Background: an optimization exercise with open tools, aiming at small area, a short achievable clock period and few clock cycles per item. Do not read the settings as production practice. Only simulation tests tie the RTL to the original design; equivalence was not proved.

pine:
==> flow/design.v (excerpt) <==
module bcc_block (
  input  wire         clk,
  input  wire         rst,           
  input  wire         in_valid,
  output wire         in_ready,
  input  wire         in_decrypt,    
  input  wire [4:0]   in_keylen,     
  input  wire [127:0] in_key,
  input  wire [63:0]  in_block,
  output wire         out_valid,
  input  wire         out_ready,
  output wire [63:0]  out_block
);
Size in the first run: about 3,800 cells after synthesis, roughly 780 flip-flops, ~270 I/O pins.
==> flow/config.mk <==
export PLATFORM = sky130hd
export DESIGN_NAME = bcc_block
export DESIGN_NICKNAME = bcc_block
export VERILOG_FILES = /design/flow/design.v
export SDC_FILE = /design/flow/constraint.sdc
export NUM_CORES = 4
export LEC_CHECK = 0
export CAP_MARGIN = 20
export CORE_MARGIN = 2
export CORE_UTILIZATION = 65
export CTS_BUF_LIST = sky130_fd_sc_hd__clkbuf_4 sky130_fd_sc_hd__clkbuf_8
export SLEW_MARGIN = 20
==> flow/constraint.sdc <==
create_clock -name core_clock -period 12.0 [get_ports {clk}]
set_input_delay 2.4000 -clock core_clock [delete_from_list [all_inputs] [get_ports {clk}]]
set_output_delay 2.4000 -clock core_clock [all_outputs]
set_load 0.01 [all_outputs]
standard.sh (not shown) runs the stock make flow with config.mk's settings and CLKGATE_MAP_FILE= SYNTH_SCRIPT=/design/flow/synth_recipe.tcl, a recipe that flattens the netlist after the stock synthesis.
==> flow/flow/run.sh <==
#!/bin/bash
bash standard.sh "BUFFER_PORTS_ARGS=-buffer_cell sky130_fd_sc_hd__buf_1" SETUP_SLACK_MARGIN=8.25 finish > flow_make.log 2>&1
pine went all the way through the flow, and no timing, DRC or antenna check failed.
Testbench counts of pine, summed over its fixed seeds: cycles 1,648, items 1,600.
Changes in maple relative to pine:
==> flow/flow/run.sh <==
#!/bin/bash
bash standard.sh "BUFFER_PORTS_ARGS=-buffer_cell sky130_fd_sc_hd__buf_1" SETUP_SLACK_MARGIN=8.1 finish > flow_make.log 2>&1
### Flow results
met1 layer wirelength in the final routing shrinks by a few percent when moving from pine to maple. The run with more setup slack is pine; maple has less. Worst-path maximum fanout in maple is 1 higher than in pine. Changes observed in maple relative to pine: hold slack saw an increase, count of H-tree levels built during CTS saw a decrease, worst slack at placement saw little to no change.

---

Another version of the RTL of bcc_block (not shown whole).
Size in the first run: about 3500 cells after synthesis, ~270 I/O pins, roughly 0.039 mm² of cells after synthesis.
Design bcc_block, start of the top module:
module bcc_block (
  input  wire         clk,
  input  wire         rst,           
  input  wire         in_valid,
  output wire         in_ready,
  input  wire         in_decrypt,    
  input  wire [4:0]   in_keylen,     
  input  wire [127:0] in_key,
  input  wire [63:0]  in_block,
  output wire         out_valid,
  input  wire         out_ready,
  output wire [63:0]  out_block
);
  function [7:0] add8(input [7:0] a, input [7:0] c);
    integer k;
    reg cy;
    begin
      cy = 1'b0;
      for (k = 0; k < 8; k = k + 1) begin
        add8[k] = a[k] ^ c[k] ^ cy;
        cy = (a[k] & c[k]) | (cy & (a[k] | c[k]));
      end
    end
  endfunction
  reg        v0;
  reg        d0;
  reg [63:0] x0;
  reg [63:0] k0;
  reg        v1;
  reg        d1;
  reg [63:0] x1;
  reg [63:0] k1;
  reg        v2;
  reg        d2;
  reg [63:0] x2;
  reg [63:0] k2;
  reg        v3;
  reg        d3;
  reg [63:0] x3;
  reg [63:0] k3;
  wire stall = v3 & ~out_ready;
  assign in_ready  = ~stall;
  assign out_valid = v3;
  reg [63:0] ek;
  always @* begin
    ek[7:0] = in_key[7:0];
    case (in_keylen)
      5'd1: ek[15:8] = in_key[7:0];
      default: ek[15:8] = in_key[15:8];
    endcase
    case (in_keylen)
      5'd1, 5'd2: ek[23:16] = in_key[7:0];
      default: ek[23:16] = in_key[23:16];
    endcase
    case (in_keylen)
      5'd1, 5'd3: ek[31:24] = in_key[7:0];
      5'd2: ek[31:24] = in_key[15:8];
      default: ek[31:24] = in_key[31:24];
    endcase
    case (in_keylen)
      5'd1, 5'd2, 5'd4: ek[39:32] = in_key[7:0];
      5'd3: ek[39:32] = in_key[15:8];
      default: ek[39:32] = in_key[39:32];
    endcase
    case (in_keylen)
      5'd1, 5'd5: ek[47:40] = in_key[7:0];
      5'd2, 5'd4: ek[47:40] = in_key[15:8];
      5'd3: ek[47:40] = in_key[23:16];
      default: ek[47:40] = in_key[47:40];
    endcase
    case (in_keylen)
      5'd1, 5'd2, 5'd3, 5'd6: ek[55:48] = in_key[7:0];
      5'd5: ek[55:48] = in_key[15:8];
      5'd4: ek[55:48] = in_key[23:16];
      default: ek[55:48] = in_key[55:48];
    endcase
    case (in_keylen)
      5'd1, 5'd7: ek[63:56] = in_key[7:0];
      5'd2, 5'd3, 5'd6: ek[63:56] = in_key[15:8];
      5'd5: ek[63:56] = in_key[23:16];
      5'd4: ek[63:56] = in_key[31:24];
      default: ek[63:56] = in_key[63:56];
    endcase
  ...
export LEC_CHECK = 0
export CAP_MARGIN = 20
export CORE_MARGIN = 2
export CORE_UTILIZATION = 40
export SLEW_MARGIN = 20
create_clock -name core_clock -period 12.0 [get_ports {clk}]
==> flow/flow/run.sh <==
#!/bin/bash
bash standard.sh SETUP_SLACK_MARGIN=6.7 finish > flow_make.log 2>&1
The starting point finished clean.
Testbench counts at the start, summed over its fixed seeds: cycles 1,632, items 1,600.
Change:
==> flow/flow/run.sh (replaced) <==
#!/bin/bash
bash standard.sh "BUFFER_PORTS_ARGS=-buffer_cell sky130_fd_sc_hd__buf_1" SETUP_SLACK_MARGIN=6.7 finish > flow_make.log 2>&1
- CORE_UTILIZATION: 40 -> 80
- CTS_BUF_LIST: unset -> sky130_fd_sc_hd__clkbuf_4 sky130_fd_sc_hd__clkbuf_8
After rerunning: This time the run failed in global routing (5_1_grt) with GRT-0232. Synthesized area does not change. Synthesized cell count is unchanged.
Change:
==> flow/flow/run.sh (replaced) <==
#!/bin/bash
bash standard.sh SETUP_SLACK_MARGIN=6.0 finish > flow_make.log 2>&1
- CORE_UTILIZATION: 80 -> 40
- CTS_BUF_LIST: sky130_fd_sc_hd__clkbuf_4 sky130_fd_sc_hd__clkbuf_8 -> unset
Effect: This time the run completed without violations. Synthesized cell count is unchanged. Synthesized area does not change.

port drivers added, routing unchanged:
How much do the figures lean on ideal ports? The routed layouts below were timed once more, with nothing changed but the port constraints. Step 1 sets driving cells, clkbuf_16 on the clock port and buf_2 on the other inputs (assumed; they add their load-dependent delay and slew). Step 2 also shifts input and output timing later by t, the mid clock arrival at the registers, as if the neighbouring blocks saw the same clock. Slacks: no drivers / after step 1 / after step 2; pairs: no drivers / after step 1.
run | t (ns) | slack for setup (ns) | worst data-port slew with drivers (ns)
pine | 0.861 | 8.167 / 8.099 / 7.419 | 0.04
maple | 0.829 | 8.108 / 8.108 / 7.346 | 0.04
the first run of note 2 | 0.674 | 6.686 / 6.686 / 6.121 | 0.05
the third run of note 2 | 0.710 | 6.097 / 6.072 / 5.585 | 0.06
After both steps setup and hold are still met in every run listed. For maple, which loses most, drivers alone change the setup slack by 0.000 ns; drivers and shift together by -0.762 ns.
